Background: an optimization exercise with open tools, aiming at small area, a short achievable clock period and few clock cycles. Do not read the settings as production practice.
Only simulation tests tie the RTL to the original design; equivalence was not proved.
Power and IR drop assume default switching activity.

$ cat standard.sh
#!/bin/bash
# synth_recipe.tcl (not shown) runs the flow's synth.tcl, then flattens the netlist and writes it again
# the make line also repeats each setting of config.mk as NAME=value (left out here)
make -C /OpenROAD-flow-scripts/flow DESIGN_CONFIG=/design/flow/config.mk WORK_HOME=/design/flow/orfs CLKGATE_MAP_FILE= SYNTH_SCRIPT=/design/flow/synth_recipe.tcl "${@:-finish}"
$ cat constraint.sdc
create_clock -name core_clock -period 9.0 [get_ports {clk}]
set_input_delay 1.8000 -clock core_clock [delete_from_list [all_inputs] [get_ports {clk}]]
set_output_delay 1.8000 -clock core_clock [all_outputs]
set_load 0.01 [all_outputs]
$ cat flow/run.sh
#!/bin/bash
# Standard layout, with timing repair aiming at a setup slack of MARGIN ns.
set -euo pipefail
MARGIN=6
sed "s/\"\\\${@:-finish}\"/SETUP_SLACK_MARGIN=$MARGIN &/" standard.sh > standard_margin.sh
grep -q "SETUP_SLACK_MARGIN=$MARGIN" standard_margin.sh
bash standard_margin.sh > make_finish.log 2>&1
$ cat design.v
module bms_crc15_cmd (
    input  wire [15:0] cmd,
    output reg  [15:0] pec
);
    integer j;
    reg [14:0] r;
    always @* begin
        r = 15'h0010;
        for (j = 15; j >= 0; j = j - 1)
            r = {r[13:0], 1'b0} ^ ((r[14] ^ cmd[j]) ? 15'h4599 : 15'h0000);
        pec = {r, 1'b0};
    end
endmodule
module bms_crc10_byte (
    input  wire [9:0] crc_in,
    input  wire [7:0] data,
    output reg  [9:0] crc_out
);
    integer j;
    always @* begin
        crc_out = crc_in;
        for (j = 7; j >= 0; j = j - 1)
            crc_out = {crc_out[8:0], 1'b0} ^ ((crc_out[9] ^ data[j]) ? 10'h08F : 10'h000);
    end
endmodule
module bms_crc10_ctr (
    input  wire [9:0] crc_in,
    input  wire [5:0] ctr,
    output reg  [9:0] crc_out
);
    integer j;
    always @* begin
        crc_out = crc_in;
        for (j = 5; j >= 0; j = j - 1)
            crc_out = {crc_out[8:0], 1'b0} ^ ((crc_out[9] ^ ctr[j]) ? 10'h08F : 10'h000);
    end
endmodule
module bms_codec (
    input  wire        clk,
    input  wire        rst,
    input  wire        req_valid,
    output wire        req_ready,
    input  wire [31:0] req_desc,
    input  wire [7:0]  req_count,
    input  wire [7:0]  req_counter,
    input  wire        in_valid,
    output wire        in_ready,
    input  wire [7:0]  in_data,
    output wire        out_valid,
    input  wire        out_ready,
    output wire [7:0]  out_data,
    output wire        out_last,
    output wire [2:0]  out_status
);
    localparam MAX_DEVICES = 16;
    localparam [1:0] K_CMD = 2'd0, K_WR = 2'd1, K_RD = 2'd2, K_ILL = 2'd3;
    localparam [2:0] ST_OK  = 3'd0, ST_BRK = 3'd1, ST_POR = 3'd3,
                     ST_CCE = 3'd4, ST_ILL = 3'd7;
    localparam [1:0] R_OK = 2'd0, R_BRK = 2'd1, R_CCE = 2'd2, R_POR = 2'd3;
    localparam [9:0] CRC10_SEED = 10'h010;
    reg         req_ready_q, in_ready_q;
    reg  [4:0]  alloc_q;         
    reg  [4:0]  rdf_q;           
    reg         i_busy, i_done, i_inph, i_new;
    reg         i_legal, i_opb, i_opc;    
    reg         i_port;
    reg  [3:0]  i_n1;            
    reg  [15:0] i_cmd;           
    reg  [1:0]  i_rank;          
    reg         i_hdr;           
    reg  [2:0]  i_col;           
    reg  [3:0]  i_srem;          
    reg  [4:0]  i_row;           
    reg         w_v, w_st, w_rd, w_c0, w_c6, w_c7, w_last;
    reg  [3:0]  w_row;
    reg  [7:0]  w_data;
    reg  [9:0]  rcrc_q;          
    reg         hi_ok_q;         
    reg  [7:0]  exp_lo_q;        
    reg  [1:0]  rank_m_q;        
    reg  [767:0] mem;
    reg         p_v, p_fr, p_cmdk, p_wr, p_rd, p_one;
    reg  [3:0]  p_n1;
    reg  [15:0] p_cmd;
    reg  [2:0]  p_stat;
    reg         c_v, c_fr, c_cmdk, c_wr, c_rd, c_one;
    reg  [15:0] c_cmd;
    reg  [2:0]  c_stat;
    reg         s_hdr;
    reg  [7:0]  s_coh;           
    reg  [3:0]  s_srem;
    reg         s_ls;            
    reg         o_v, o_last;
    reg  [7:0]  o_data;
    reg  [2:0]  o_stat;
    reg         oh_last;
    reg  [7:0]  oh_data;
    reg  [2:0]  oh_stat;
    reg         k_v, k_last, k_pay, k_c0, k_c5;
    reg  [7:0]  k_data;
    reg  [2:0]  k_stat;
    reg  [9:0]  wcrc_q;          
    assign req_ready  = req_ready_q;
    assign in_ready   = in_ready_q;
    assign out_valid  = o_v;
    assign out_data   = o_data;
    assign out_last   = o_last;
    assign out_status = o_stat;
    wire req_fire = req_valid & req_ready_q;
    wire in_fire  = in_valid & in_ready_q;
    wire o_take   = ~o_v | out_ready;       
    wire [3:0]  d_op     = req_desc[19:16];
    wire        d_port   = req_desc[22];
    wire [1:0]  d_cls    = req_desc[21:20];
    wire [15:0] d_cmd    = req_desc[15:0];
    wire        d_rsv0   = (req_desc[31:23] == 9'd0);
    wire        d_cnt_ok = (req_count != 8'd0) && (req_count <= MAX_DEVICES);
    reg  [1:0]  d_kind;
    always @* begin
        d_kind = K_ILL;
        if (d_rsv0 && d_cls == 2'd0) begin
            case (d_op)
                4'hA: if (!d_port && req_count == 8'd0 && req_counter == 8'd0)
                          d_kind = K_CMD;
                4'hB: if (d_cnt_ok && req_counter == 8'd0)
                          d_kind = K_WR;
                4'hC: if (d_cmd == 16'd0 && d_cnt_ok && req_counter <= 8'd63)
                          d_kind = K_RD;
                default: d_kind = K_ILL;
            endcase
        end
    end
    wire        d_opb     = (d_op == 4'hB);
    wire        d_opc     = (d_op == 4'hC);
    wire [4:0]  d_row0    = d_port ? alloc_q : (alloc_q + req_count[4:0] - 5'd1);
    wire [4:0]  free_rows = rdf_q + 5'd16 - alloc_q;
    wire        d_wr_ok   = d_port ? (free_rows != 5'd0) : (req_count[4:0] <= free_rows);
    wire [1:0]  i_kind    = ~i_legal ? K_ILL : i_opb ? K_WR : i_opc ? K_RD : K_CMD;
    wire        i_hasin   = i_legal & (i_opb | i_opc);
    wire        n_noin    = i_new & ~i_hasin;    
    wire        i_wr      = i_opb;
    wire        pos_store = i_wr | (~i_hdr & (i_col < 3'd6));
    wire        pos_c0    = ~i_hdr & (i_col == 3'd0);
    wire        pos_send  = ~i_hdr & (i_col == (i_wr ? 3'd5 : 3'd7));
    wire        pos_last  = pos_send & (i_srem == 4'd0);
    wire        pos_hend  = i_hdr & (i_col == 3'd3);
    wire [4:0]  row_nxt   = i_row + 5'd1;
    wire [4:0]  cur_df    = i_row - rdf_q;
    wire [4:0]  nxt_df    = row_nxt - rdf_q;
    wire        chk_cur   = ~cur_df[4];
    wire        chk_nxt   = ~nxt_df[4] | ~i_port;
    wire [9:0] rcrc_byte, rcrc_fold;
    bms_crc10_byte u_rcrc (.crc_in(w_c0 ? CRC10_SEED : rcrc_q), .data(w_data),
                           .crc_out(rcrc_byte));
    bms_crc10_ctr  u_rfold (.crc_in(rcrc_q), .ctr(w_data[7:2]), .crc_out(rcrc_fold));
    wire [1:0] rank_m = (w_data[7:2] == i_cmd[5:0]) ? R_OK :
                        (w_data[7:2] == 6'd0)       ? R_POR : R_CCE;
    wire       pec_ok    = hi_ok_q & (exp_lo_q == w_data);
    wire [1:0] rank_slot = pec_ok ? rank_m_q : R_BRK;
    wire [1:0] rank_new  = (rank_slot > i_rank) ? rank_slot : i_rank;
    wire       w_done   = w_v & w_last;
    wire       w_rdok   = ~w_rd | (rank_new == R_OK);
    wire       push_w   = w_done & ~p_v;
    wire       push_i   = (i_done | n_noin) & ~p_v;
    wire       push     = push_w | push_i;
    reg  [2:0] rank_st;
    always @* begin
        case (i_rank)
            R_OK:    rank_st = ST_OK;
            R_BRK:   rank_st = ST_BRK;
            R_CCE:   rank_st = ST_CCE;
            default: rank_st = ST_POR;
        endcase
    end
    wire [15:0] pec15w;
    bms_crc15_cmd u_crc15 (.cmd(c_cmd), .pec(pec15w));
    wire [7:0] hbyte = (c_cmd[15:8]   & {8{s_coh[0]}}) |
                       (c_cmd[7:0]    & {8{s_coh[1]}}) |
                       (pec15w[15:8]  & {8{s_coh[2]}}) |
                       (pec15w[7:0]   & {8{s_coh[3]}});
    wire s_send  = c_wr ? s_coh[7] : s_coh[5];
    wire s_last  = c_one | (s_hdr ? (c_cmdk & s_coh[3]) : (s_send & s_ls));
    wire iss     = c_v & ~k_v;
    wire c_end   = iss & s_last;
    wire pop     = p_v & (~c_v | c_end);
    wire s_rowrd = ~s_hdr & ~c_one & s_coh[5];
    wire s_rdpay = ~s_hdr & ~c_one & ~s_coh[6] & ~s_coh[7];    
    wire [3:0] rs = rdf_q[3:0];
    genvar gr;
    generate
        for (gr = 0; gr < 16; gr = gr + 1) begin : g_row
            always @(posedge clk)
                if ((w_v && w_st && w_row == gr) || (iss && s_rdpay && rs == gr))
                    mem[gr*48 +: 48] <= {w_data, mem[gr*48+8 +: 40]};
        end
    endgenerate
    wire [63:0] m1;
    wire [31:0] m2;
    wire [15:0] m3;
    generate
        for (gr = 0; gr < 8; gr = gr + 1) begin : g_m1
            assign m1[gr*8 +: 8] = rs[0] ? mem[(2*gr+1)*48 +: 8] : mem[(2*gr)*48 +: 8];
        end
        for (gr = 0; gr < 4; gr = gr + 1) begin : g_m2
            assign m2[gr*8 +: 8] = rs[1] ? m1[(2*gr+1)*8 +: 8] : m1[(2*gr)*8 +: 8];
        end
        for (gr = 0; gr < 2; gr = gr + 1) begin : g_m3
            assign m3[gr*8 +: 8] = rs[2] ? m2[(2*gr+1)*8 +: 8] : m2[(2*gr)*8 +: 8];
        end
    endgenerate
    wire [7:0] rbyte = rs[3] ? m3[15:8] : m3[7:0];
    wire [7:0] sbyte = s_hdr ? hbyte : c_one ? 8'h00 : rbyte;
    wire [9:0] wcrc_byte, wcrc_full;
    bms_crc10_byte u_wcrc (.crc_in(k_c0 ? CRC10_SEED : wcrc_q), .data(k_data),
                           .crc_out(wcrc_byte));
    bms_crc10_ctr  u_wfold (.crc_in(wcrc_byte), .ctr(6'd0), .crc_out(wcrc_full));
    wire s_phi = c_wr & ~s_hdr & s_coh[6];
    wire s_plo = c_wr & ~s_hdr & s_coh[7];
    wire [7:0] o_data_nx = s_phi ? {6'd0, wcrc_full[9:8]} : s_plo ? wcrc_q[7:0] : sbyte;
    wire [2:0] o_stat_nx = (c_one & s_last) ? c_stat : ST_OK;
    always @(posedge clk) begin
        if (rst) begin
            req_ready_q <= 1'b1;
            in_ready_q  <= 1'b0;
            alloc_q     <= 5'd0;
            rdf_q       <= 5'd0;
            i_busy      <= 1'b0;
            i_done      <= 1'b0;
            i_inph      <= 1'b0;
            i_new       <= 1'b0;
            w_v         <= 1'b0;
            p_v         <= 1'b0;
            c_v         <= 1'b0;
            o_v         <= 1'b0;
            k_v         <= 1'b0;
        end else begin
            w_v <= in_fire;
            if (req_fire) begin
                i_busy <= 1'b1;
                i_done <= 1'b0;
                i_inph <= d_opb | d_opc;
            end else begin
                if (push)
                    i_busy <= 1'b0;
                i_done <= (i_done | n_noin | w_done) & p_v;
                if ((in_fire && pos_last) || n_noin)
                    i_inph <= 1'b0;
            end
            if (req_fire)
                req_ready_q <= 1'b0;
            else if (i_busy)
                req_ready_q <= push | (in_fire & pos_last & ~p_v);
            else
                req_ready_q <= 1'b1;
            if (req_fire)
                in_ready_q <= d_opc | (d_opb & d_wr_ok);
            else if (i_inph && !n_noin) begin
                if (in_fire)
                    in_ready_q <= ~pos_last & (pos_hend ? chk_cur : pos_send ? chk_nxt : 1'b1);
                else
                    in_ready_q <= (pos_c0 & pos_store) ? chk_cur : 1'b1;
            end else
                in_ready_q <= 1'b0;
            i_new <= req_fire;
            if (i_new && i_hasin)
                alloc_q <= alloc_q + {1'b0, i_n1} + 5'd1;
            if (push)
                p_v <= 1'b1;
            else if (pop)
                p_v <= 1'b0;
            if (pop)
                c_v <= 1'b1;
            else if (c_end)
                c_v <= 1'b0;
            if (iss && s_rowrd)
                rdf_q <= rdf_q + 5'd1;
            else if (iss && c_one && c_fr)
                rdf_q <= rdf_q + {1'b0, s_srem} + 5'd1;    
            o_v <= ~o_take | k_v | iss;
            k_v <= ~o_take & (k_v | iss);
        end
        w_data <= in_data;
        w_st   <= pos_store;
        w_rd   <= i_opc & ~i_hdr;
        w_c0   <= (i_col == 3'd0);
        w_c6   <= (i_col == 3'd6);
        w_c7   <= (i_col == 3'd7);
        w_last <= pos_last;
        w_row  <= i_row[3:0];
        if (req_fire) begin
            i_legal <= (d_kind != K_ILL);
            i_opb   <= d_opb;
            i_opc   <= d_opc;
            i_port <= d_port;
            i_n1   <= req_count[3:0] - 4'd1;
            i_cmd  <= d_cmd | {10'd0, req_counter[5:0]};    
            i_rank <= R_OK;
            i_hdr  <= d_opc;
            i_col  <= 3'd0;
            i_srem <= req_count[3:0] - 4'd1;
            i_row  <= d_row0;
        end else begin
            if (in_fire) begin
                if (i_hdr) begin
                    if (i_col == 3'd3) begin
                        i_hdr <= 1'b0;
                        i_col <= 3'd0;
                    end else
                        i_col <= i_col + 3'd1;
                end else if (pos_send) begin
                    i_col  <= 3'd0;
                    i_srem <= i_srem - 4'd1;
                    i_row  <= i_port ? row_nxt : (i_row - 5'd1);
                end else
                    i_col <= i_col + 3'd1;
            end
            if (w_v && w_rd && w_c7)
                i_rank <= rank_new;
        end
        if (w_v && w_rd) begin
            if (w_c6) begin
                hi_ok_q  <= (rcrc_fold[9:8] == w_data[1:0]);
                exp_lo_q <= rcrc_fold[7:0];
                rank_m_q <= rank_m;
            end else if (!w_c7)
                rcrc_q <= rcrc_byte;
        end
        if (push) begin
            p_n1   <= i_n1;
            p_cmd  <= i_cmd;
            p_cmdk <= (i_kind == K_CMD);
            p_wr   <= (i_kind == K_WR);
            p_rd   <= (i_kind == K_RD) & (push_w ? w_rdok : (i_rank == R_OK));
            p_one  <= (i_kind == K_ILL) | ((i_kind == K_RD) & ~(push_w ? w_rdok : (i_rank == R_OK)));
            p_fr   <= (i_kind == K_RD) & ~(push_w ? w_rdok : (i_rank == R_OK));
            p_stat <= (i_kind == K_ILL) ? ST_ILL : push_w ? ST_OK : rank_st;
            if (push_w && w_rd) begin
                case (rank_new)
                    R_OK:    p_stat <= ST_OK;
                    R_BRK:   p_stat <= ST_BRK;
                    R_CCE:   p_stat <= ST_CCE;
                    default: p_stat <= ST_POR;
                endcase
            end
        end
        if (pop) begin
            c_cmd  <= p_cmd;
            c_stat <= p_stat;
            c_fr   <= p_fr;
            c_cmdk <= p_cmdk;
            c_wr   <= p_wr;
            c_rd   <= p_rd;
            c_one  <= p_one;
            s_hdr  <= p_cmdk | p_wr;
            s_coh  <= 8'b0000_0001;
            s_srem <= p_n1;
            s_ls   <= (p_n1 == 4'd0);
        end else if (iss) begin
            if (s_hdr) begin
                if (s_coh[3]) begin
                    s_hdr <= 1'b0;
                    s_coh <= 8'b0000_0001;
                end else
                    s_coh <= {s_coh[6:0], 1'b0};
            end else if (s_send) begin
                s_coh  <= 8'b0000_0001;
                s_srem <= s_srem - 4'd1;
                s_ls   <= (s_srem == 4'd1);
            end else
                s_coh <= {s_coh[6:0], 1'b0};
        end
        o_data <= o_take ? (k_v ? k_data : o_data_nx) : oh_data;
        o_last <= o_take ? (k_v ? k_last : s_last)    : oh_last;
        o_stat <= o_take ? (k_v ? k_stat : o_stat_nx) : oh_stat;
        if (o_take && (k_v || iss)) begin
            oh_data <= k_v ? k_data : o_data_nx;
            oh_last <= k_v ? k_last : s_last;
            oh_stat <= k_v ? k_stat : o_stat_nx;
        end
        if (iss) begin
            k_data <= o_data_nx;
            k_last <= s_last;
            k_stat <= o_stat_nx;
            k_pay  <= c_wr & ~s_hdr & ~s_coh[6] & ~s_coh[7];
            k_c0   <= s_coh[0];
            k_c5   <= s_coh[5];
            if (k_pay)
                wcrc_q <= k_c5 ? wcrc_full : wcrc_byte;
        end
    end
endmodule
$ cat config.mk
export PLATFORM = sky130hd
export DESIGN_NAME = bms_codec
export DESIGN_NICKNAME = bms_codec
export VERILOG_FILES = /design/flow/design.v
export SDC_FILE = /design/flow/constraint.sdc
export NUM_CORES = 4
export LEC_CHECK = 0
export CAP_MARGIN = 20
export CORE_MARGIN = 2
export CORE_UTILIZATION = 40
export CTS_CLUSTER_DIAMETER = 150
export CTS_CLUSTER_SIZE = 30
export PLACE_DENSITY = 0.6
export SLEW_MARGIN = 20
==> results of run 1 <==
timing repair:
item | 4_1_cts | 5_1_grt
gates resized for setup | 127 | 69
pin swaps | 13 | 15
gates cloned | 1 | 3
hold buffers | 0 | 0
endpoints found under the setup margin | 902 | 629
setup buffers | 21 | 28
critical path: stages, from the launching register on:
cell and delay (ns):
sky130_fd_sc_hd__edfxtp_1 0.43, sky130_fd_sc_hd__buf_4 0.17, sky130_fd_sc_hd__buf_4 0.13, sky130_fd_sc_hd__xnor2_2 0.21, sky130_fd_sc_hd__xnor3_2 0.41, sky130_fd_sc_hd__xnor3_1 0.43, sky130_fd_sc_hd__a221oi_4 0.33, sky130_fd_sc_hd__o211ai_1 0.12
sky130_fd_sc_hd__o211ai_1 0.18, sky130_fd_sc_hd__o21ai_0 0.16, sky130_fd_sc_hd__mux2_2 0.28
flip-flops by register name (all words and copies together), names as in the netlist, 5 cells and up:
register / cells
k_data: 8
alloc_q: 5
i_row: 5
oh_data: 8
rdf_q: 5
w_data: 8
i_cmd: 16
s_coh: 8
rcrc_q: 10
o_data: 8
p_cmd: 16
exp_lo_q: 8
wcrc_q: 10
mem: 768
c_cmd: 16
layout by cell type, fill, tap and decap left out, types with 42 or more instances in the layout:
master                            synthesis  final
sky130_fd_sc_hd__clkdlybuf4s50_1          0     52
sky130_fd_sc_hd__inv_1                   60     50
sky130_fd_sc_hd__nor2_1                  77     75
sky130_fd_sc_hd__edfxtp_1               916    916
sky130_fd_sc_hd__buf_4                    3     51
sky130_fd_sc_hd__clkbuf_16                0     42
sky130_fd_sc_hd__ha_1                    54     46
sky130_fd_sc_hd__xnor2_1                152    143
sky130_fd_sc_hd__nand2_1                 67     64
sky130_fd_sc_hd__xor2_1                  54     52
sky130_fd_sc_hd__dfxtp_1                 64     47
where the power goes:
| group | switching, W | total [W] | internal, W |
|---|---|---|---|
| Clock | 0.00126 | 0.00210 | 0.000834 |
| Sequential | 0.0000550 | 0.00506 | 0.00501 |
| Combinational | 0.000393 | 0.000778 | 0.000385 |
layout make-up:
type,count,area (um2)
Fill cell,7416,48300
Clock inverter,3,43.8
Timing Repair Buffer,159,1610
Multi-Input combinational cell,790,7210
Inverter,63,277
Sequential cell,980,28800
Clock buffer,62,1060
Tap cell,1165,1460
logic make-up (layout without fill, tap and decap cells):
group | Yosys count | in the layout | share of synthesized area
DFF | 980 | 980 | 0.800
and+or+nand+nor | 264 | 264 | 0.0354
xor gates and xnor gates | 233 | 233 | 0.0670
AOI/OAI and AO/OA | 172 | 172 | 0.0320
buffers and inverters | 110 | 287 | 0.0127
muxes | 63 | 63 | 0.0315
adders and majority gates | 58 | 58 | 0.0210
layer usage:
layer / part of all wire / vias up / wire length [um]
met4: 0.016 / 0 / 1000
met1: 0.45 / 8058 / 28500
li1: - / 7405 / -
met2: 0.50 / 221 / 31500
met5: 0 / - / 0
met3: 0.032 / 54 / 2030
stage by stage:
stage	std cells	hold WS (ns)	power, W	area [um2]
floorplan	1880	0.400	0.00567	36100
global placement	3104	0.400	0.00587	38400
detailed placement	3104	0.405	0.00588	38400
CTS	3191	0.394	0.00800	40000
global route	3222	0.405	0.00825	40500
finish	3222	0.393	0.00794	40500
how the worst min path moves through the flow:
stage | endpoint | slack [ns] | depth (start not counted)
after floorplan | c_cmd[0]$_DFFE_PP_ | 0.40 | 0
after global placement | mem[595]$_DFFE_PP_ | 0.40 | 0
after detailed placement | mem[104]$_DFFE_PP_ | 0.40 | 0
after CTS | mem[492]$_DFFE_PP_ | 0.39 | 0
after global routing | mem[404]$_DFFE_PP_ | 0.40 | 0
final | mem[492]$_DFFE_PP_ | 0.39 | 0
==> run_summary.xml, run 1 <==
<?xml version="1.0" encoding="UTF-8"?>
<metrics>
  <group name="run_status">
    <metric name="run_status" unit="">complete, no violations</metric>
  </group>
  <group name="critical_path">
    <metric name="r2r-start" unit="">c_cmd[13]$_DFFE_PP_</metric>
    <metric name="reg2regPathDepth" unit="">10</metric>
    <metric name="critPathArrivalTime" unit="ns">3.47</metric>
    <metric name="reg2reg_slack" unit="ns">6.02</metric>
    <metric name="critPathLaunchType" unit="">flip-flop</metric>
    <metric name="critical_path_peak_fanout" unit="">3</metric>
    <metric name="worst-setup-path-type" unit="">flip-flop to flip-flop</metric>
    <metric name="ff_to_ff_end" unit="">o_data[6]$_DFF_P_</metric>
    <metric name="critical_path.endpoint" unit="">o_data[6]$_DFF_P_</metric>
    <metric name="cp-startpoint" unit="">c_cmd[13]$_DFFE_PP_</metric>
    <metric name="timing.critical_path.to_type" unit="">flip-flop</metric>
    <metric name="critPathRequiredTime" unit="ns">9.49</metric>
  </group>
  <group name="layout">
    <metric name="layout.core_utilization" unit="">0.456</metric>
    <metric name="layout_cell_share_with_drive_strength_beyond_1" unit="">0.152</metric>
    <metric name="area.growth.synth_to_final" unit="%">12.6</metric>
    <metric name="finish.net_count" unit="">2151</metric>
    <metric name="n_antenna_cell" unit="">0</metric>
  </group>
  <group name="detailed_routing">
    <metric name="wl" unit="um">63000</metric>
    <metric name="vias_per_cell" unit="">4.88</metric>
    <metric name="dr_total_vias" unit="">15700</metric>
    <metric name="drt.antenna.violating_nets" unit="">0</metric>
    <metric name="post-route-drc-count" unit="">0</metric>
    <metric name="drt_pre_antenna_iters" unit="">7</metric>
    <metric name="detail_route.wl_per_cell" unit="um">19.6</metric>
    <metric name="drt-initial-drc-count" unit="">1074</metric>
  </group>
  <group name="floorplanning">
    <metric name="horiz_die_dim" unit="um">304</metric>
    <metric name="initial_core_util" unit="">0.405</metric>
    <metric name="boundaryPins" unit="">76</metric>
    <metric name="row_count" unit="">109</metric>
    <metric name="floorplan.core_area" unit="mm2">0.0888</metric>
    <metric name="floorplan.die.height" unit="um">304</metric>
    <metric name="floorplan.die_area" unit="mm2">0.0923</metric>
  </group>
  <group name="sta">
    <metric name="final_hold_viol_count" unit="">0</metric>
    <metric name="worst_slew_pin_slew" unit="ns">1.08</metric>
    <metric name="final.setup_skew" unit="ns">0.0395</metric>
    <metric name="rsz0062_at_grt" unit="">yes</metric>
    <metric name="setup_slack_after_layout" unit="ns">6.02</metric>
    <metric name="min_period_over_period" unit="">0.331</metric>
    <metric name="finalMaxSlewViolations" unit="">0</metric>
    <metric name="setup_total_negative_slack" unit="ns">0</metric>
    <metric name="final_period_minus_worst_setup_slack" unit="ns">2.98</metric>
    <metric name="maxClockFrequency" unit="MHz">336</metric>
    <metric name="slew_headroom" unit="">0.283</metric>
    <metric name="report.final.setup_viol" unit="">0</metric>
  </group>
  <group name="grt">
    <metric name="grt_pass1_vias" unit="">16000</metric>
    <metric name="groute.layer.met2.usage" unit="">0.229</metric>
    <metric name="gr_usage_total" unit="">0.133</metric>
    <metric name="grt_first_pass_wirelength" unit="um">95800</metric>
    <metric name="global_route.peak_usage_layer" unit="">met2</metric>
    <metric name="grt_util_met1" unit="">0.183</metric>
    <metric name="grt.met3_usage" unit="">0.0180</metric>
    <metric name="grt_start_max_net_pins" unit="">49</metric>
    <metric name="global_route.overflow_total" unit="">0</metric>
    <metric name="grt_antenna_before_repair" unit="">0</metric>
  </group>
  <group name="synthesis">
    <metric name="synth_edf_count" unit="">916</metric>
    <metric name="syn_area" unit="mm2">0.0360</metric>
    <metric name="post-synth-top-count-cell" unit="">sky130_fd_sc_hd__edfxtp_1</metric>
    <metric name="synth_seq_cells" unit="">980</metric>
    <metric name="syn_nets" unit="">1999</metric>
    <metric name="synthCells" unit="">1880</metric>
    <metric name="postSynth.asyncResetShare" unit="">0</metric>
    <metric name="netlist.top_cell.by_area" unit="">sky130_fd_sc_hd__edfxtp_1</metric>
    <metric name="synth.top_cells.by_area" unit="">sky130_fd_sc_hd__edfxtp_1, sky130_fd_sc_hd__xnor2_1, sky130_fd_sc_hd__dfxtp_1</metric>
    <metric name="synth_top_area_frac" unit="">0.765</metric>
    <metric name="synthesis.area_per_instance" unit="um2">19.1</metric>
    <metric name="yosysWarnings" unit="">4</metric>
    <metric name="synth.lib_cells_used.distinct" unit="">75</metric>
    <metric name="synth_commonest_cells" unit="">sky130_fd_sc_hd__edfxtp_1, sky130_fd_sc_hd__xnor2_1, sky130_fd_sc_hd__nor2_1, sky130_fd_sc_hd__nand2_1, sky130_fd_sc_hd__dfxtp_1</metric>
    <metric name="yosys_most_used_dff" unit="">sky130_fd_sc_hd__edfxtp_1</metric>
    <metric name="synth-seq-area-share" unit="">0.800</metric>
  </group>
  <group name="placement">
    <metric name="replace_congestion" unit="">0.841</metric>
    <metric name="io_buffers" unit="">75</metric>
    <metric name="dp_slack" unit="ns">4.88</metric>
    <metric name="detailedPlacementHpwl" unit="um">38700</metric>
  </group>
  <group name="pwr">
    <metric name="p_leak" unit="nW">13.0</metric>
    <metric name="ir_drop" unit="V">0.000142</metric>
    <metric name="pwr_density_cell" unit="mW/mm2">196</metric>
  </group>
  <group name="cts">
    <metric name="tritoncts" unit="">done</metric>
    <metric name="ctsHtreeMaxLevel" unit="">2</metric>
    <metric name="clk_latency" unit="ns">0.61</metric>
    <metric name="clkTransAtPathRegs" unit="ns">0.12</metric>
    <metric name="cts-buffers-inserted" unit="">38</metric>
    <metric name="ctsLongestPathBuffers" unit="">3</metric>
    <metric name="cts_num_sinks" unit="">980</metric>
    <metric name="cts-root-buf" unit="">sky130_fd_sc_hd__clkbuf_16</metric>
  </group>
  <group name="min_path">
    <metric name="timing.hold.worst.start" unit="">mem[500]$_DFFE_PP_</metric>
    <metric name="hold_class" unit="">flip-flop to flip-flop</metric>
  </group>
  <group name="run">
    <metric name="timing.max_cap.violations" unit="">0</metric>
  </group>
</metrics>
Testbench counts, summed over its fixed seeds: cycles 68,260.
==> run 2: changes to the inputs <==
==> flow/run.sh (replaced) <==
#!/bin/bash
# Standard layout, with timing repair aiming at a setup slack of MARGIN ns.
set -euo pipefail
MARGIN=6.1
sed "s/\"\\\${@:-finish}\"/SETUP_SLACK_MARGIN=$MARGIN &/" standard.sh > standard_margin.sh
grep -q "SETUP_SLACK_MARGIN=$MARGIN" standard_margin.sh
bash standard_margin.sh > make_finish.log 2>&1
==> run_summary.xml, run 2 <==
<?xml version="1.0" encoding="UTF-8"?>
<metrics>
  <group name="run_status">
    <metric name="run_status" unit="">complete, no violations</metric>
  </group>
  <group name="cts">
    <metric name="postCtsHoldBufs" unit="">0</metric>
    <metric name="ctsHtreeMaxLevel" unit="">2</metric>
    <metric name="ctsLongestPathBuffers" unit="">3</metric>
    <metric name="tritoncts" unit="">done</metric>
    <metric name="clkTransAtPathRegs" unit="ns">0.11</metric>
    <metric name="cts-root-buf" unit="">sky130_fd_sc_hd__clkbuf_16</metric>
    <metric name="cts-buffers-inserted" unit="">39</metric>
    <metric name="cts_num_sinks" unit="">980</metric>
    <metric name="clk_latency" unit="ns">0.61</metric>
  </group>
  <group name="synthesis">
    <metric name="postSynth.asyncResetShare" unit="">0</metric>
    <metric name="synthCells" unit="">1880</metric>
    <metric name="synth-seq-area-share" unit="">0.800</metric>
    <metric name="netlist.top_cell.by_area" unit="">sky130_fd_sc_hd__edfxtp_1</metric>
    <metric name="synth.lib_cells_used.distinct" unit="">75</metric>
    <metric name="syn_area" unit="mm2">0.0360</metric>
    <metric name="synthesis.area_per_instance" unit="um2">19.1</metric>
    <metric name="post-synth-top-count-cell" unit="">sky130_fd_sc_hd__edfxtp_1</metric>
    <metric name="yosys_most_used_dff" unit="">sky130_fd_sc_hd__edfxtp_1</metric>
    <metric name="synth.top_cells.by_area" unit="">sky130_fd_sc_hd__edfxtp_1, sky130_fd_sc_hd__xnor2_1, sky130_fd_sc_hd__dfxtp_1</metric>
    <metric name="yosysWarnings" unit="">4</metric>
    <metric name="synth_top_area_frac" unit="">0.765</metric>
    <metric name="synth_edf_count" unit="">916</metric>
    <metric name="synth_seq_cells" unit="">980</metric>
    <metric name="syn_nets" unit="">1999</metric>
    <metric name="synth_commonest_cells" unit="">sky130_fd_sc_hd__edfxtp_1, sky130_fd_sc_hd__xnor2_1, sky130_fd_sc_hd__nor2_1, sky130_fd_sc_hd__nand2_1, sky130_fd_sc_hd__dfxtp_1</metric>
  </group>
  <group name="placement">
    <metric name="replace_congestion" unit="">0.829</metric>
    <metric name="io_buffers" unit="">75</metric>
    <metric name="post_dp_cell_area" unit="mm2">0.0384</metric>
    <metric name="detailedPlacementHpwl" unit="um">38600</metric>
  </group>
  <group name="pwr">
    <metric name="p_leak" unit="nW">13.3</metric>
    <metric name="ir_drop" unit="V">0.000136</metric>
    <metric name="pwr_density_cell" unit="mW/mm2">195</metric>
  </group>
  <group name="sta">
    <metric name="rsz0062_at_grt" unit="">yes</metric>
    <metric name="final_hold_viol_count" unit="">0</metric>
    <metric name="finalMaxSlewViolations" unit="">0</metric>
    <metric name="setup_total_negative_slack" unit="ns">0</metric>
    <metric name="min_period_over_period" unit="">0.328</metric>
    <metric name="final_period_minus_worst_setup_slack" unit="ns">2.95</metric>
    <metric name="worst_slew_pin_slew" unit="ns">1.09</metric>
    <metric name="final.setup_skew" unit="ns">0.0404</metric>
    <metric name="slew_headroom" unit="">0.273</metric>
    <metric name="report.final.setup_viol" unit="">0</metric>
    <metric name="maxClockFrequency" unit="MHz">339</metric>
  </group>
  <group name="layout">
    <metric name="layout.core_utilization" unit="">0.461</metric>
    <metric name="finish.net_count" unit="">2168</metric>
    <metric name="layout_commonest_cell" unit="">sky130_fd_sc_hd__edfxtp_1</metric>
    <metric name="max_reg_flops" unit="">768</metric>
    <metric name="n_antenna_cell" unit="">0</metric>
    <metric name="layout_cell_share_with_drive_strength_beyond_1" unit="">0.168</metric>
    <metric name="layout.filler_cells" unit="">7425</metric>
    <metric name="regMostFlops" unit="">mem</metric>
    <metric name="most-common-layout-cells" unit="">sky130_fd_sc_hd__edfxtp_1, sky130_fd_sc_hd__xnor2_1, sky130_fd_sc_hd__nor2_1, sky130_fd_sc_hd__nand2_1, sky130_fd_sc_hd__buf_4</metric>
    <metric name="area.growth.synth_to_final" unit="%">13.9</metric>
    <metric name="fin_area" unit="mm2">0.0409</metric>
  </group>
  <group name="critical_path">
    <metric name="worst-path-buf-inv" unit="">2</metric>
    <metric name="cpPeakStageDelay" unit="ns">0.49</metric>
    <metric name="cp.depth" unit="">9</metric>
    <metric name="critPathRequiredTime" unit="ns">9.48</metric>
    <metric name="critPathSlowestCell" unit="">sky130_fd_sc_hd__xnor3_2</metric>
    <metric name="reg2regPathDepth" unit="">9</metric>
    <metric name="timing.critical_path.to_type" unit="">flip-flop</metric>
    <metric name="critPathArrivalTime" unit="ns">3.43</metric>
    <metric name="critical_path.top_delay_family" unit="">XOR/XNOR gates</metric>
    <metric name="critical_path_peak_fanout" unit="">3</metric>
    <metric name="worst-setup-path-type" unit="">flip-flop to flip-flop</metric>
    <metric name="critical_path.cell_chain" unit="">buf_6, buf_6, xnor2_4, xnor3_2, xor3_2, xnor3_2, a221oi_4, o41ai_4, mux2_4</metric>
    <metric name="critPathLaunchType" unit="">flip-flop</metric>
  </group>
  <group name="detailed_routing">
    <metric name="drt_pre_antenna_iters" unit="">5</metric>
    <metric name="dr_total_vias" unit="">15900</metric>
    <metric name="vias_per_cell" unit="">4.91</metric>
    <metric name="drt-initial-drc-count" unit="">1141</metric>
    <metric name="wl" unit="um">64600</metric>
    <metric name="drt.antenna.violating_nets" unit="">0</metric>
    <metric name="post-route-drc-count" unit="">0</metric>
    <metric name="detail_route.wl_per_cell" unit="um">19.9</metric>
  </group>
  <group name="grt">
    <metric name="gr_usage_total" unit="">0.138</metric>
    <metric name="grt_first_pass_wirelength" unit="um">97400</metric>
    <metric name="global_route.overflow_total" unit="">0</metric>
    <metric name="grt_start_max_net_pins" unit="">49</metric>
    <metric name="grt_antenna_before_repair" unit="">1</metric>
    <metric name="grt_pass1_vias" unit="">16000</metric>
  </group>
  <group name="floorplanning">
    <metric name="row_count" unit="">109</metric>
    <metric name="floorplan.die_area" unit="mm2">0.0923</metric>
    <metric name="horiz_die_dim" unit="um">304</metric>
    <metric name="boundaryPins" unit="">76</metric>
    <metric name="initial_core_util" unit="">0.405</metric>
    <metric name="floorplan.die.height" unit="um">304</metric>
    <metric name="floorplan.core_area" unit="mm2">0.0888</metric>
  </group>
  <group name="run">
    <metric name="timing.max_cap.violations" unit="">0</metric>
  </group>
  <group name="min_path">
    <metric name="hold_class" unit="">flip-flop to flip-flop</metric>
    <metric name="worst_hold_path.num_cells" unit="">0</metric>
  </group>
</metrics>
run 2: logic make-up after synthesis:
| kind of cell | after synthesis | synth area share |
|---|---|---|
| buffers and inverters | 110 | 0.0127 |
| adders and majority gates | 58 | 0.0210 |
| xor gates and xnor gates | 233 | 0.0670 |
| and+or+nand+nor | 264 | 0.0354 |
| DFF | 980 | 0.800 |
| muxes | 63 | 0.0315 |
| AOI/OAI and AO/OA | 172 | 0.0320 |
run 2: cell type report:
cell class                 count  area [um2]  share of cell area
multi-input combinational    790        7380               0.180
clock buffer                  67        1080              0.0264
clock inverter                 4        78.8             0.00192
tap                         1165        1460              0.0356
timing repair buffer         175        1840              0.0450
sequential                   980       28800               0.704
inverter                      63         279             0.00681
run 2: layer usage:
metal | vias to the layer above | track usage | share of wire
li1 | 7454 | - | -
met1 | 8139 | 0.193 | 0.45
met2 | 276 | 0.231 | 0.49
met3 | 71 | 0.0175 | 0.037
met4 | 0 | 0.0322 | 0.021
met5 | - | 0 | 0
run 2: worst paths after layout:
check,from,endpoint,slack (ns)
worst max-delay path,c_cmd[13]$_DFFE_PP_,o_data[1]$_DFF_P_,6.05
worst min-delay path,mem[680]$_DFFE_PP_,mem[672]$_DFFE_PP_,0.42
worst max register to register,c_cmd[13]$_DFFE_PP_,o_data[1]$_DFF_P_,6.05
worst min register to register,mem[680]$_DFFE_PP_,mem[672]$_DFFE_PP_,0.42
run 2: timing repair:
item	4_1_cts	5_1_grt
setup buffers	35	27
gates resized for setup	173	95
gates cloned	5	1
setup endpoints to repair	878	827
pin swaps	26	39
hold endpoints to repair	0	0
run 2: stage by stage:
step | worst slack, ns | std cells | hold slack (ns) | power [W]
2_1_floorplan | 5.73 | 1880 | 0.400 | 0.00567
3_3_place_gp | 4.88 | 3105 | 0.400 | 0.00587
3_5_place_dp | 4.85 | 3105 | 0.405 | 0.00588
4_1_cts | 6.02 | 3216 | 0.425 | 0.00806
5_1_grt | 5.97 | 3244 | 0.429 | 0.00831
6_report | 6.05 | 3244 | 0.419 | 0.00800
run 2: where the power goes:
group	total (W)	leakage, nW	internal [W]	switching (W)
registers	0.00507	8.80	0.00501	0.0000573
logic	0.000795	3.96	0.000394	0.000401
clock network	0.00214	0.546	0.000851	0.00129
==> run 3: changes to the inputs <==
==> flow/run.sh (replaced) <==
#!/bin/bash
# Standard layout, with timing repair aiming at a setup slack of MARGIN ns.
set -euo pipefail
MARGIN=6
sed "s/\"\\\${@:-finish}\"/SETUP_SLACK_MARGIN=$MARGIN &/" standard.sh > standard_margin.sh
grep -q "SETUP_SLACK_MARGIN=$MARGIN" standard_margin.sh
bash standard_margin.sh > make_finish.log 2>&1
--- a/config.mk
+++ b/config.mk
@@ -9,5 +9,5 @@
 export CORE_MARGIN = 2
 export CORE_UTILIZATION = 40
-export CTS_CLUSTER_DIAMETER = 150
+export CTS_CLUSTER_DIAMETER = 100
 export CTS_CLUSTER_SIZE = 30
 export PLACE_DENSITY = 0.6
==> run_summary.xml, run 3 <==
<?xml version="1.0" encoding="UTF-8"?>
<metrics>
  <group name="sta">
    <metric name="final.setup_skew" unit="ns">0.0361</metric>
    <metric name="final_hold_viol_count" unit="">0</metric>
    <metric name="rsz0062_at_grt" unit="">yes</metric>
    <metric name="setup_slack_after_layout" unit="ns">5.98</metric>
    <metric name="min_period_over_period" unit="">0.336</metric>
    <metric name="slew_headroom" unit="">0.294</metric>
    <metric name="maxClockFrequency" unit="MHz">331</metric>
    <metric name="finalMaxSlewViolations" unit="">0</metric>
    <metric name="final_period_minus_worst_setup_slack" unit="ns">3.02</metric>
    <metric name="worst_slew_pin_slew" unit="ns">1.06</metric>
    <metric name="report.final.setup_viol" unit="">0</metric>
    <metric name="setup_total_negative_slack" unit="ns">0</metric>
  </group>
  <group name="critical_path">
    <metric name="critPathRequiredTime" unit="ns">9.48</metric>
    <metric name="cp-startpoint" unit="">c_cmd[13]$_DFFE_PP_</metric>
    <metric name="critical_path_peak_fanout" unit="">3</metric>
    <metric name="critPathArrivalTime" unit="ns">3.50</metric>
    <metric name="r2r-start" unit="">c_cmd[13]$_DFFE_PP_</metric>
    <metric name="worst-setup-path-type" unit="">flip-flop to flip-flop</metric>
    <metric name="timing.critical_path.to_type" unit="">flip-flop</metric>
    <metric name="critPathLaunchType" unit="">flip-flop</metric>
  </group>
  <group name="detailed_routing">
    <metric name="vias_per_cell" unit="">4.88</metric>
    <metric name="post-route-drc-count" unit="">0</metric>
    <metric name="drt_pre_antenna_iters" unit="">5</metric>
    <metric name="detail_route.wl_per_cell" unit="um">19.5</metric>
    <metric name="dr_total_vias" unit="">15700</metric>
    <metric name="wl" unit="um">62900</metric>
    <metric name="drt.antenna.violating_nets" unit="">0</metric>
    <metric name="drt-initial-drc-count" unit="">1169</metric>
  </group>
  <group name="layout">
    <metric name="regMostFlops" unit="">mem</metric>
    <metric name="fin_area" unit="mm2">0.0408</metric>
    <metric name="most-common-layout-cells" unit="">sky130_fd_sc_hd__edfxtp_1, sky130_fd_sc_hd__xnor2_1, sky130_fd_sc_hd__nor2_1, sky130_fd_sc_hd__nand2_1, sky130_fd_sc_hd__clkdlybuf4s50_1</metric>
    <metric name="finalNonFillerCells" unit="">3224</metric>
    <metric name="layout_cell_share_with_drive_strength_beyond_1" unit="">0.153</metric>
    <metric name="layout_commonest_cell" unit="">sky130_fd_sc_hd__edfxtp_1</metric>
    <metric name="max_reg_flops" unit="">768</metric>
    <metric name="area.growth.synth_to_final" unit="%">13.3</metric>
    <metric name="n_antenna_cell" unit="">0</metric>
    <metric name="finish.net_count" unit="">2145</metric>
  </group>
  <group name="pwr">
    <metric name="p_leak" unit="nW">13.1</metric>
    <metric name="ir_drop" unit="V">0.000133</metric>
    <metric name="pwr_density_cell" unit="mW/mm2">200</metric>
    <metric name="total_power" unit="W">0.00816</metric>
  </group>
  <group name="cts">
    <metric name="clk_latency" unit="ns">0.62</metric>
    <metric name="cts-root-buf" unit="">sky130_fd_sc_hd__clkbuf_16</metric>
    <metric name="clkTransAtPathRegs" unit="ns">0.11</metric>
    <metric name="tritoncts" unit="">done</metric>
    <metric name="ctsHtreeMaxLevel" unit="">2</metric>
    <metric name="ctsLongestPathBuffers" unit="">3</metric>
    <metric name="cts_num_sinks" unit="">980</metric>
    <metric name="cts-buffers-inserted" unit="">42</metric>
  </group>
  <group name="synthesis">
    <metric name="synthesis.area_per_instance" unit="um2">19.1</metric>
    <metric name="postSynth.asyncResetShare" unit="">0</metric>
    <metric name="netlist.top_cell.by_area" unit="">sky130_fd_sc_hd__edfxtp_1</metric>
    <metric name="synthCells" unit="">1880</metric>
    <metric name="yosys_most_used_dff" unit="">sky130_fd_sc_hd__edfxtp_1</metric>
    <metric name="synth_top_area_frac" unit="">0.765</metric>
    <metric name="synth_edf_count" unit="">916</metric>
    <metric name="synth.lib_cells_used.distinct" unit="">75</metric>
    <metric name="synth_seq_cells" unit="">980</metric>
    <metric name="synth-seq-area-share" unit="">0.800</metric>
    <metric name="synth_commonest_cells" unit="">sky130_fd_sc_hd__edfxtp_1, sky130_fd_sc_hd__xnor2_1, sky130_fd_sc_hd__nor2_1, sky130_fd_sc_hd__nand2_1, sky130_fd_sc_hd__dfxtp_1</metric>
    <metric name="syn_area" unit="mm2">0.0360</metric>
    <metric name="post-synth-top-count-cell" unit="">sky130_fd_sc_hd__edfxtp_1</metric>
    <metric name="syn_nets" unit="">1999</metric>
    <metric name="synth.top_cells.by_area" unit="">sky130_fd_sc_hd__edfxtp_1, sky130_fd_sc_hd__xnor2_1, sky130_fd_sc_hd__dfxtp_1</metric>
    <metric name="yosysWarnings" unit="">4</metric>
  </group>
  <group name="placement">
    <metric name="post_dp_cell_area" unit="mm2">0.0384</metric>
    <metric name="detailedPlacementHpwl" unit="um">38700</metric>
    <metric name="io_buffers" unit="">75</metric>
    <metric name="replace_congestion" unit="">0.841</metric>
    <metric name="dp.cells" unit="">3104</metric>
    <metric name="dp_slack" unit="ns">4.88</metric>
  </group>
  <group name="floorplanning">
    <metric name="initial_core_util" unit="">0.405</metric>
    <metric name="boundaryPins" unit="">76</metric>
    <metric name="horiz_die_dim" unit="um">304</metric>
    <metric name="row_count" unit="">109</metric>
    <metric name="floorplan.core_area" unit="mm2">0.0888</metric>
    <metric name="floorplan.die_area" unit="mm2">0.0923</metric>
    <metric name="floorplan.die.height" unit="um">304</metric>
  </group>
  <group name="grt">
    <metric name="gr_usage_total" unit="">0.134</metric>
    <metric name="grt_pass1_vias" unit="">16000</metric>
    <metric name="grt_start_max_net_pins" unit="">49</metric>
    <metric name="grt_first_pass_wirelength" unit="um">95900</metric>
    <metric name="grt_antenna_before_repair" unit="">0</metric>
    <metric name="global_route.overflow_total" unit="">0</metric>
  </group>
  <group name="run">
    <metric name="timing.max_cap.violations" unit="">0</metric>
  </group>
  <group name="min_path">
    <metric name="hold_class" unit="">flip-flop to flip-flop</metric>
    <metric name="timing.hold.worst.start" unit="">mem[262]$_DFFE_PP_</metric>
  </group>
  <group name="run_status">
    <metric name="run_status" unit="">complete, no violations</metric>
  </group>
</metrics>
==> run 3: cell counts after synthesis <==
Identical to the previous run, type by type.
==> run 3: worst paths after layout <==
| path | to | slack (ns) | depth (start not counted) |
|---|---|---|---|
| min | mem[254]$_DFFE_PP_ | 0.41 | 0 |
| max | o_data[1]$_DFF_P_ | 5.98 | 9 |
| max reg2reg | o_data[1]$_DFF_P_ | 5.98 | 9 |
| min reg2reg | mem[254]$_DFFE_PP_ | 0.41 | 0 |
==> run 3: power by group <==
group | internal, W | leakage [nW] | switching [W]
clock network | 0.000959 | 0.647 | 0.00136
logic | 0.000384 | 3.68 | 0.000390
registers | 0.00501 | 8.80 | 0.0000557
total | 0.00635 | 13.1 | 0.00181
==> run 3: layer usage <==
| metal | vias up | part of all wire | GRT usage |
|---|---|---|---|
| li1 | 7411 | - | - |
| met1 | 7994 | 0.45 | 0.184 |
| met2 | 257 | 0.49 | 0.227 |
| met3 | 82 | 0.033 | 0.0175 |
| met4 | 0 | 0.022 | 0.0353 |
| met5 | - | 0 | 0 |
==> run 3: final cells by class <==
type / instances / area, um2
fillers: 7397 / 48000
clock inverters: 14 / 221
inverters: 63 / 282
well taps: 1165 / 1460
flip-flops and latches: 980 / 28800
repair buffers: 149 / 1570
multi-input cells: 790 / 7280
clock buffers: 63 / 1130
==> run 3: per-stage QoR <==
stage | hold WS (ns) | utilization
global route | 0.417 | 0.459
global placement | 0.400 | 0.433
CTS | 0.417 | 0.453
floorplan | 0.400 | -
finish | 0.414 | 0.459
detailed placement | 0.405 | 0.433
==> run 3: timing repair <==
item | in CTS | in global routing
pin swaps | 12 | 26
cloned | 2 | 1
buffers inserted | 19 | 21
endpoints found under the setup margin | 903 | 678
hold buffers | 0 | 0
resized for setup | 132 | 75
==> run 3: cells by family (layout without fill, tap and decap cells) <==
logic type / Yosys count / count (layout) / synth area share
AOI/OAI and AO/OA: 172 / 172 / 0.0320
xor gates and xnor gates: 233 / 233 / 0.0670
adders and majority gates: 58 / 58 / 0.0210
buffers and inverters: 110 / 289 / 0.0127
DFF: 980 / 980 / 0.800
muxes: 63 / 63 / 0.0315
and+or+nand+nor: 264 / 264 / 0.0354
==> run 3: critical path, stage by stage, from the launching register on <==
cell and delay [ns]:
sky130_fd_sc_hd__edfxtp_1 0.42, sky130_fd_sc_hd__buf_6 0.15, sky130_fd_sc_hd__buf_6 0.12, sky130_fd_sc_hd__xnor2_4 0.17
sky130_fd_sc_hd__xnor3_2 0.32, sky130_fd_sc_hd__xor3_2 0.45, sky130_fd_sc_hd__xnor3_2 0.50, sky130_fd_sc_hd__a221oi_4 0.38
sky130_fd_sc_hd__o41ai_4 0.11, sky130_fd_sc_hd__mux2_2 0.28
==> run 4: changes to the inputs <==
==> flow/run.sh (replaced) <==
#!/bin/bash
# Standard layout, with timing repair aiming at a setup slack of MARGIN ns.
set -euo pipefail
MARGIN=6.1
sed "s/\"\\\${@:-finish}\"/SETUP_SLACK_MARGIN=$MARGIN &/" standard.sh > standard_margin.sh
grep -q "SETUP_SLACK_MARGIN=$MARGIN" standard_margin.sh
bash standard_margin.sh > make_finish.log 2>&1
==> run_summary.xml, run 4 <==
<?xml version="1.0" encoding="UTF-8"?>
<metrics>
  <group name="sta">
    <metric name="min_period_over_period" unit="">0.325</metric>
    <metric name="slew_headroom" unit="">0.251</metric>
    <metric name="final_hold_viol_count" unit="">0</metric>
    <metric name="setup_slack_after_layout" unit="ns">6.08</metric>
    <metric name="finalMaxSlewViolations" unit="">0</metric>
    <metric name="final.setup_skew" unit="ns">0.0385</metric>
    <metric name="worst_slew_pin_slew" unit="ns">1.12</metric>
    <metric name="rsz0062_at_grt" unit="">yes</metric>
    <metric name="maxClockFrequency" unit="MHz">342</metric>
    <metric name="setup_total_negative_slack" unit="ns">0</metric>
    <metric name="report.final.setup_viol" unit="">0</metric>
    <metric name="final_period_minus_worst_setup_slack" unit="ns">2.93</metric>
  </group>
  <group name="critical_path">
    <metric name="worst-path-buf-inv" unit="">1</metric>
    <metric name="critPathRequiredTime" unit="ns">9.48</metric>
    <metric name="cp-startpoint" unit="">c_cmd[12]$_DFFE_PP_</metric>
    <metric name="ff_to_ff_end" unit="">o_data[1]$_DFF_P_</metric>
    <metric name="critPathLaunchType" unit="">flip-flop</metric>
    <metric name="critPathSlowestCell" unit="">sky130_fd_sc_hd__xnor3_2</metric>
    <metric name="timing.critical_path.to_type" unit="">flip-flop</metric>
    <metric name="critical_path.top_delay_family" unit="">XOR/XNOR gates</metric>
    <metric name="critical_path.most_common_cell" unit="">sky130_fd_sc_hd__xnor3_2</metric>
    <metric name="worst-setup-path-type" unit="">flip-flop to flip-flop</metric>
    <metric name="critPathArrivalTime" unit="ns">3.41</metric>
    <metric name="reg2reg_slack" unit="ns">6.08</metric>
    <metric name="critical_path.cell_chain" unit="">xnor3_2, buf_4, xor2_4, xor3_2, xnor3_2, a221oi_4, o41ai_4, mux2_2</metric>
    <metric name="reg2regPathDepth" unit="">8</metric>
    <metric name="critical_path_peak_fanout" unit="">3</metric>
    <metric name="cpPeakStageDelay" unit="ns">0.45</metric>
    <metric name="critical_path.endpoint" unit="">o_data[1]$_DFF_P_</metric>
    <metric name="r2r-start" unit="">c_cmd[12]$_DFFE_PP_</metric>
    <metric name="cp.depth" unit="">8</metric>
  </group>
  <group name="cts">
    <metric name="tritoncts" unit="">done</metric>
    <metric name="ctsLongestPathBuffers" unit="">3</metric>
    <metric name="ctsHtreeMaxLevel" unit="">2</metric>
    <metric name="cts_num_sinks" unit="">980</metric>
    <metric name="clkTransAtPathRegs" unit="ns">0.11</metric>
    <metric name="clk_latency" unit="ns">0.63</metric>
    <metric name="cts-buffers-inserted" unit="">41</metric>
    <metric name="cts-root-buf" unit="">sky130_fd_sc_hd__clkbuf_16</metric>
    <metric name="postCtsHoldBufs" unit="">0</metric>
  </group>
  <group name="grt">
    <metric name="grt_pass1_vias" unit="">16100</metric>
    <metric name="grt_start_max_net_pins" unit="">49</metric>
    <metric name="global_route.overflow_total" unit="">0</metric>
    <metric name="grt_antenna_before_repair" unit="">1</metric>
    <metric name="gr_usage_total" unit="">0.139</metric>
    <metric name="grt_first_pass_wirelength" unit="um">98000</metric>
  </group>
  <group name="pwr">
    <metric name="ir_drop" unit="V">0.000146</metric>
    <metric name="p_leak" unit="nW">13.5</metric>
    <metric name="pwr_density_cell" unit="mW/mm2">198</metric>
  </group>
  <group name="floorplanning">
    <metric name="initial_core_util" unit="">0.405</metric>
    <metric name="floorplan.core_area" unit="mm2">0.0888</metric>
    <metric name="horiz_die_dim" unit="um">304</metric>
    <metric name="floorplan.die_area" unit="mm2">0.0923</metric>
    <metric name="row_count" unit="">109</metric>
    <metric name="boundaryPins" unit="">76</metric>
    <metric name="floorplan.die.height" unit="um">304</metric>
  </group>
  <group name="layout">
    <metric name="most-common-layout-cells" unit="">sky130_fd_sc_hd__edfxtp_1, sky130_fd_sc_hd__xnor2_1, sky130_fd_sc_hd__nor2_1, sky130_fd_sc_hd__buf_4, sky130_fd_sc_hd__nand2_1</metric>
    <metric name="finish.net_count" unit="">2180</metric>
    <metric name="area.growth.synth_to_final" unit="%">14.7</metric>
    <metric name="max_reg_flops" unit="">768</metric>
    <metric name="layout_commonest_cell" unit="">sky130_fd_sc_hd__edfxtp_1</metric>
    <metric name="layout_cell_share_with_drive_strength_beyond_1" unit="">0.181</metric>
    <metric name="layout.filler_cells" unit="">7379</metric>
    <metric name="regMostFlops" unit="">mem</metric>
  </group>
  <group name="synthesis">
    <metric name="yosysWarnings" unit="">4</metric>
    <metric name="synthesis.area_per_instance" unit="um2">19.1</metric>
    <metric name="synth_top_area_frac" unit="">0.765</metric>
    <metric name="yosys_most_used_dff" unit="">sky130_fd_sc_hd__edfxtp_1</metric>
    <metric name="synth_edf_count" unit="">916</metric>
    <metric name="synth_top_family_by_area" unit="">XOR/XNOR gates</metric>
    <metric name="post-synth-top-count-cell" unit="">sky130_fd_sc_hd__edfxtp_1</metric>
    <metric name="syn_nets" unit="">1999</metric>
    <metric name="synth_commonest_cells" unit="">sky130_fd_sc_hd__edfxtp_1, sky130_fd_sc_hd__xnor2_1, sky130_fd_sc_hd__nor2_1, sky130_fd_sc_hd__nand2_1, sky130_fd_sc_hd__dfxtp_1</metric>
    <metric name="syn_area" unit="mm2">0.0360</metric>
    <metric name="synth_seq_cells" unit="">980</metric>
    <metric name="synthCells" unit="">1880</metric>
    <metric name="yosys.area_share.xor_xnor" unit="">0.0670</metric>
    <metric name="synth_adder_area_share" unit="">0.0210</metric>
    <metric name="synth.lib_cells_used.distinct" unit="">75</metric>
    <metric name="netlist.top_cell.by_area" unit="">sky130_fd_sc_hd__edfxtp_1</metric>
    <metric name="synth.top_cells.by_area" unit="">sky130_fd_sc_hd__edfxtp_1, sky130_fd_sc_hd__xnor2_1, sky130_fd_sc_hd__dfxtp_1</metric>
    <metric name="synth-seq-area-share" unit="">0.800</metric>
    <metric name="synth_compound_area_frac" unit="">0.0320</metric>
    <metric name="synth_simple_gate_area_share" unit="">0.0354</metric>
    <metric name="postSynth.asyncResetShare" unit="">0</metric>
    <metric name="yosys-mux-area-fraction" unit="">0.0315</metric>
  </group>
  <group name="placement">
    <metric name="detailedPlacementHpwl" unit="um">38600</metric>
    <metric name="io_buffers" unit="">75</metric>
    <metric name="replace_congestion" unit="">0.829</metric>
    <metric name="dp_slack" unit="ns">4.85</metric>
  </group>
  <group name="detailed_routing">
    <metric name="detail_route.wl_per_cell" unit="um">20.1</metric>
    <metric name="vias_per_cell" unit="">4.95</metric>
    <metric name="dr_total_vias" unit="">16100</metric>
    <metric name="drt-initial-drc-count" unit="">1372</metric>
    <metric name="drt_pre_antenna_iters" unit="">5</metric>
    <metric name="post-route-drc-count" unit="">0</metric>
    <metric name="drt.antenna.violating_nets" unit="">0</metric>
    <metric name="wl" unit="um">65500</metric>
  </group>
  <group name="run_status">
    <metric name="run_status" unit="">complete, no violations</metric>
  </group>
  <group name="run">
    <metric name="timing.max_cap.violations" unit="">0</metric>
  </group>
  <group name="min_path">
    <metric name="hold_class" unit="">flip-flop to flip-flop</metric>
  </group>
</metrics>
[run 4: stage by stage]
step / instance area, um2 / hold slack (ns) / cells / util / power [W]
2_1_floorplan: 36100 / 0.400 / 1880 / - / 0.00567
3_3_place_gp: 38400 / 0.400 / 3105 / 0.433 / 0.00587
3_5_place_dp: 38400 / 0.405 / 3105 / 0.433 / 0.00588
4_1_cts: 40500 / 0.406 / 3219 / 0.456 / 0.00820
5_1_grt: 41200 / 0.417 / 3256 / 0.465 / 0.00847
6_report: 41200 / 0.417 / 3257 / 0.465 / 0.00815
[run 4: per-layer routing]
layer	vias up	track usage	wire length, um
met3	71	0.0196	2260
li1	7482	-	-
met2	263	0.233	32300
met5	-	0	0
met4	0	0.0329	1140
met1	8320	0.193	29800
[run 4: cell families after synthesis]
logic type | after synthesis
multiplexers | 63
AO/OA/AOI/OAI | 172
XOR/XNOR | 233
buffers and inverters | 110
AND/OR/NAND/NOR | 264
adder cells (fa/ha/maj) | 58
flip-flops | 980
[run 4: area by class of cell]
type,instances,area [um2],area share
Tap cell,1165,1460,0.0353
Antenna cell,1,2.50,0.0000607
Inverter,63,279,0.00676
Timing Repair Buffer,185,1960,0.0474
Multi-Input combinational cell,790,7440,0.180
Clock inverter,11,153,0.00370
Sequential cell,980,28800,0.699
Clock buffer,62,1130,0.0273
[run 4: worst min-delay path by stage]
| stage | start | endpoint | slack, ns | cells after the start |
|---|---|---|---|---|
| 2_1_floorplan | p_cmd[0]$_DFFE_PP_ | c_cmd[0]$_DFFE_PP_ | 0.40 | 0 |
| 3_3_place_gp | mem[426]$_DFFE_PP_ | mem[418]$_DFFE_PP_ | 0.40 | 0 |
| 3_5_place_dp | p_cmd[12]$_DFFE_PP_ | c_cmd[12]$_DFFE_PP_ | 0.40 | 0 |
| 4_1_cts | mem[420]$_DFFE_PP_ | mem[412]$_DFFE_PP_ | 0.41 | 0 |
| 5_1_grt | mem[468]$_DFFE_PP_ | mem[460]$_DFFE_PP_ | 0.42 | 0 |
| 6_report | mem[468]$_DFFE_PP_ | mem[460]$_DFFE_PP_ | 0.42 | 0 |
[run 4: worst reg2reg max path: cells and delay by family, from the launching register on]
kind                   cells  cell delay [ns]
buffers and inverters      1             0.18
flip-flops                 1             0.44
AO/OA/AOI/OAI              2             0.52
XOR/XNOR                   4             1.38
multiplexers               1             0.28
[run 4: timing repair]
item / 4_1_cts / 5_1_grt
gates resized for setup: 169 / 112
pin swaps: 23 / 40
endpoints found under the setup margin: 878 / 829
gates cloned: 6 / 2
setup buffers: 35 / 35
[run 4: power by group]
group          switching [W]  leakage, nW  internal [W]
Sequential         0.0000567         8.80       0.00501
Clock                0.00136        0.611      0.000920
Combinational       0.000407         4.05      0.000405
Total                0.00182         13.5       0.00633
==> run 5: changes to the inputs <==
--- a/config.mk
+++ b/config.mk
@@ -9,6 +9,6 @@
 export CORE_MARGIN = 2
 export CORE_UTILIZATION = 40
-export CTS_CLUSTER_DIAMETER = 100
-export CTS_CLUSTER_SIZE = 30
+export CTS_CLUSTER_DIAMETER = 120
+export CTS_CLUSTER_SIZE = 25
 export PLACE_DENSITY = 0.6
 export SLEW_MARGIN = 20
==> run_summary.xml, run 5 <==
<?xml version="1.0" encoding="UTF-8"?>
<metrics>
  <group name="run_status">
    <metric name="run_status" unit="">complete, no violations</metric>
  </group>
  <group name="detailed_routing">
    <metric name="drt-initial-drc-count" unit="">1359</metric>
    <metric name="post-route-drc-count" unit="">0</metric>
    <metric name="wl" unit="um">64900</metric>
    <metric name="drt_pre_antenna_iters" unit="">5</metric>
    <metric name="vias_per_cell" unit="">4.93</metric>
    <metric name="detail_route.wl_per_cell" unit="um">19.9</metric>
    <metric name="drt.antenna.violating_nets" unit="">0</metric>
  </group>
  <group name="pwr">
    <metric name="pwr_density_cell" unit="mW/mm2">198</metric>
    <metric name="ir_drop" unit="V">0.000133</metric>
    <metric name="p_leak" unit="nW">13.5</metric>
    <metric name="clock_power_share" unit="">0.282</metric>
    <metric name="total_power" unit="W">0.00819</metric>
  </group>
  <group name="synthesis">
    <metric name="synth_compound_area_frac" unit="">0.0320</metric>
    <metric name="yosys_most_used_dff" unit="">sky130_fd_sc_hd__edfxtp_1</metric>
    <metric name="yosys-mux-area-fraction" unit="">0.0315</metric>
    <metric name="yosysWarnings" unit="">4</metric>
    <metric name="syn_nets" unit="">1999</metric>
    <metric name="synth_top_area_frac" unit="">0.765</metric>
    <metric name="synth_commonest_cells" unit="">sky130_fd_sc_hd__edfxtp_1, sky130_fd_sc_hd__xnor2_1, sky130_fd_sc_hd__nor2_1, sky130_fd_sc_hd__nand2_1, sky130_fd_sc_hd__dfxtp_1</metric>
    <metric name="synth_seq_cells" unit="">980</metric>
    <metric name="synth-seq-area-share" unit="">0.800</metric>
    <metric name="post-synth-top-count-cell" unit="">sky130_fd_sc_hd__edfxtp_1</metric>
    <metric name="synth_top_family_by_area" unit="">XOR/XNOR gates</metric>
    <metric name="synth_edf_count" unit="">916</metric>
    <metric name="synth.top_cells.by_area" unit="">sky130_fd_sc_hd__edfxtp_1, sky130_fd_sc_hd__xnor2_1, sky130_fd_sc_hd__dfxtp_1</metric>
    <metric name="synthesis.area_per_instance" unit="um2">19.1</metric>
    <metric name="syn_area" unit="mm2">0.0360</metric>
    <metric name="netlist.top_cell.by_area" unit="">sky130_fd_sc_hd__edfxtp_1</metric>
    <metric name="synth_adder_area_share" unit="">0.0210</metric>
    <metric name="synthCells" unit="">1880</metric>
  </group>
  <group name="min_path">
    <metric name="timing.hold.worst.start" unit="">p_cmd[12]$_DFFE_PP_</metric>
    <metric name="hold_class" unit="">flip-flop to flip-flop</metric>
  </group>
  <group name="grt">
    <metric name="grt_antenna_before_repair" unit="">1</metric>
    <metric name="global_route.overflow_total" unit="">0</metric>
    <metric name="grt_first_pass_wirelength" unit="um">97600</metric>
    <metric name="grt_pass1_vias" unit="">16100</metric>
  </group>
  <group name="floorplanning">
    <metric name="floorplan.die_area" unit="mm2">0.0923</metric>
    <metric name="floorplan.core_area" unit="mm2">0.0888</metric>
    <metric name="boundaryPins" unit="">76</metric>
    <metric name="horiz_die_dim" unit="um">304</metric>
    <metric name="initial_core_util" unit="">0.405</metric>
    <metric name="floorplan.die.height" unit="um">304</metric>
  </group>
  <group name="layout">
    <metric name="layout_commonest_cell" unit="">sky130_fd_sc_hd__edfxtp_1</metric>
    <metric name="finish.net_count" unit="">2184</metric>
    <metric name="max_reg_flops" unit="">768</metric>
    <metric name="regMostFlops" unit="">mem</metric>
  </group>
  <group name="placement">
    <metric name="io_buffers" unit="">75</metric>
    <metric name="detailedPlacementHpwl" unit="um">38600</metric>
  </group>
  <group name="sta">
    <metric name="setup_total_negative_slack" unit="ns">0</metric>
    <metric name="final_period_minus_worst_setup_slack" unit="ns">2.98</metric>
    <metric name="final.setup_skew" unit="ns">0.0286</metric>
    <metric name="report.final.setup_viol" unit="">0</metric>
    <metric name="worst_slew_pin_slew" unit="ns">1.06</metric>
    <metric name="rsz0062_at_grt" unit="">yes</metric>
    <metric name="final_hold_viol_count" unit="">0</metric>
    <metric name="maxClockFrequency" unit="MHz">335</metric>
  </group>
  <group name="cts">
    <metric name="cts-root-buf" unit="">sky130_fd_sc_hd__clkbuf_16</metric>
    <metric name="ctsLongestPathBuffers" unit="">3</metric>
    <metric name="cts_num_sinks" unit="">980</metric>
    <metric name="clkTransAtPathRegs" unit="ns">0.10</metric>
  </group>
  <group name="critical_path">
    <metric name="cpPeakStageDelay" unit="ns">0.55</metric>
    <metric name="critical_path.cell_chain" unit="">buf_6, xor3_1, xor3_2, xor2_1, a222oi_1, a2bb2oi_1, a21oi_1, o22a_1, mux2_4</metric>
    <metric name="cp-startpoint" unit="">c_cmd[13]$_DFFE_PP_</metric>
    <metric name="critPathLaunchType" unit="">flip-flop</metric>
    <metric name="critical_path_peak_fanout" unit="">5</metric>
    <metric name="worst-path-buf-inv" unit="">1</metric>
    <metric name="timing.critical_path.to_type" unit="">flip-flop</metric>
    <metric name="critical_path.top_delay_family" unit="">compound AO/OA/AOI/OAI gates</metric>
    <metric name="critPathSlowestCell" unit="">sky130_fd_sc_hd__a222oi_1</metric>
  </group>
  <group name="run">
    <metric name="timing.max_cap.violations" unit="">0</metric>
  </group>
</metrics>
-- run 5: cell types whose count changed in the layout (fill, tap and decap cells not counted), moves of 3 or more --
cell,change
sky130_fd_sc_hd__buf_8,-3
sky130_fd_sc_hd__ha_1,+3
sky130_fd_sc_hd__mux2_4,+3
sky130_fd_sc_hd__buf_6,+3
sky130_fd_sc_hd__clkbuf_1,+14
sky130_fd_sc_hd__inv_16,-3
sky130_fd_sc_hd__mux2_2,-3
sky130_fd_sc_hd__buf_4,-4
sky130_fd_sc_hd__buf_12,+3
sky130_fd_sc_hd__ha_4,-3
-- run 5: metrics by stage --
| step | setup WS (ns) | cell area, um2 | hold slack (ns) | util | instances |
|---|---|---|---|---|---|
| after floorplan | 5.73 | 36100 | 0.400 | - | 1880 |
| after global placement | 4.88 | 38400 | 0.400 | 0.433 | 3105 |
| after detailed placement | 4.85 | 38400 | 0.405 | 0.433 | 3105 |
| after CTS | 6.02 | 40500 | 0.414 | 0.456 | 3230 |
| after global routing | 5.98 | 41300 | 0.426 | 0.465 | 3266 |
| final | 6.02 | 41300 | 0.411 | 0.465 | 3267 |
-- run 5: layout make-up --
class | instances | area, um2
fill | 7401 | 47500
sequential | 980 | 28800
multi-input combinational | 790 | 7410
timing repair buffer | 185 | 1950
tap | 1165 | 1460
clock buffer | 80 | 1270
inverter | 63 | 282
clock inverter | 3 | 66.3
antenna | 1 | 2.50
-- run 5: routing by layer --
layer  wire length, um  share of wire  vias to the layer above  track usage
met3              2140          0.033                       79       0.0176
met4              1170          0.018                        0       0.0314
met2             31800           0.49                      286        0.231
met5                 0              0                        -            0
met1             29800           0.46                     8266        0.193
li1                  -              -                     7488            -
-- run 5: worst paths after layout --
path                         end  slack, ns  cells after the start
max            o_data[3]$_DFF_P_       6.02                      9
min          c_cmd[12]$_DFFE_PP_       0.41                      0
max reg2reg    o_data[3]$_DFF_P_       6.02                      9
min reg2reg  c_cmd[12]$_DFFE_PP_       0.41                      0
-- run 5: cells by family after synthesis --
kind of cell / count (synthesis)
flip-flops: 980
AND/OR/NAND/NOR: 264
XOR/XNOR: 233
AO/OA/AOI/OAI: 172
buffers and inverters: 110
multiplexers: 63
adder cells (fa/ha/maj): 58
-- run 5: what timing repair did --
item                       CTS  global route
setup endpoints to repair  878           826
gates resized for setup    168           106
pin swaps                   23            41
buffers inserted            37            35
gates cloned                 5             1
-- run 5: power by group through the flow --
stage	Sequential [W]	Clock (W)	Combinational, W
2_1_floorplan	0.00515	0	0.000524
3_3_place_gp	0.00517	0	0.000704
3_5_place_dp	0.00517	0	0.000710
4_1_cts	0.00506	0.00239	0.000753
5_1_grt	0.00507	0.00254	0.000888
6_report	0.00506	0.00230	0.000817

Check on run 5: ideal ports give 6.016 ns setup slack; a clkbuf_16 on the clock port and buf_2 on the inputs give 6.016 ns; moving port delays by the midpoint clock arrival (0.669 ns) as well gives 5.485 ns.
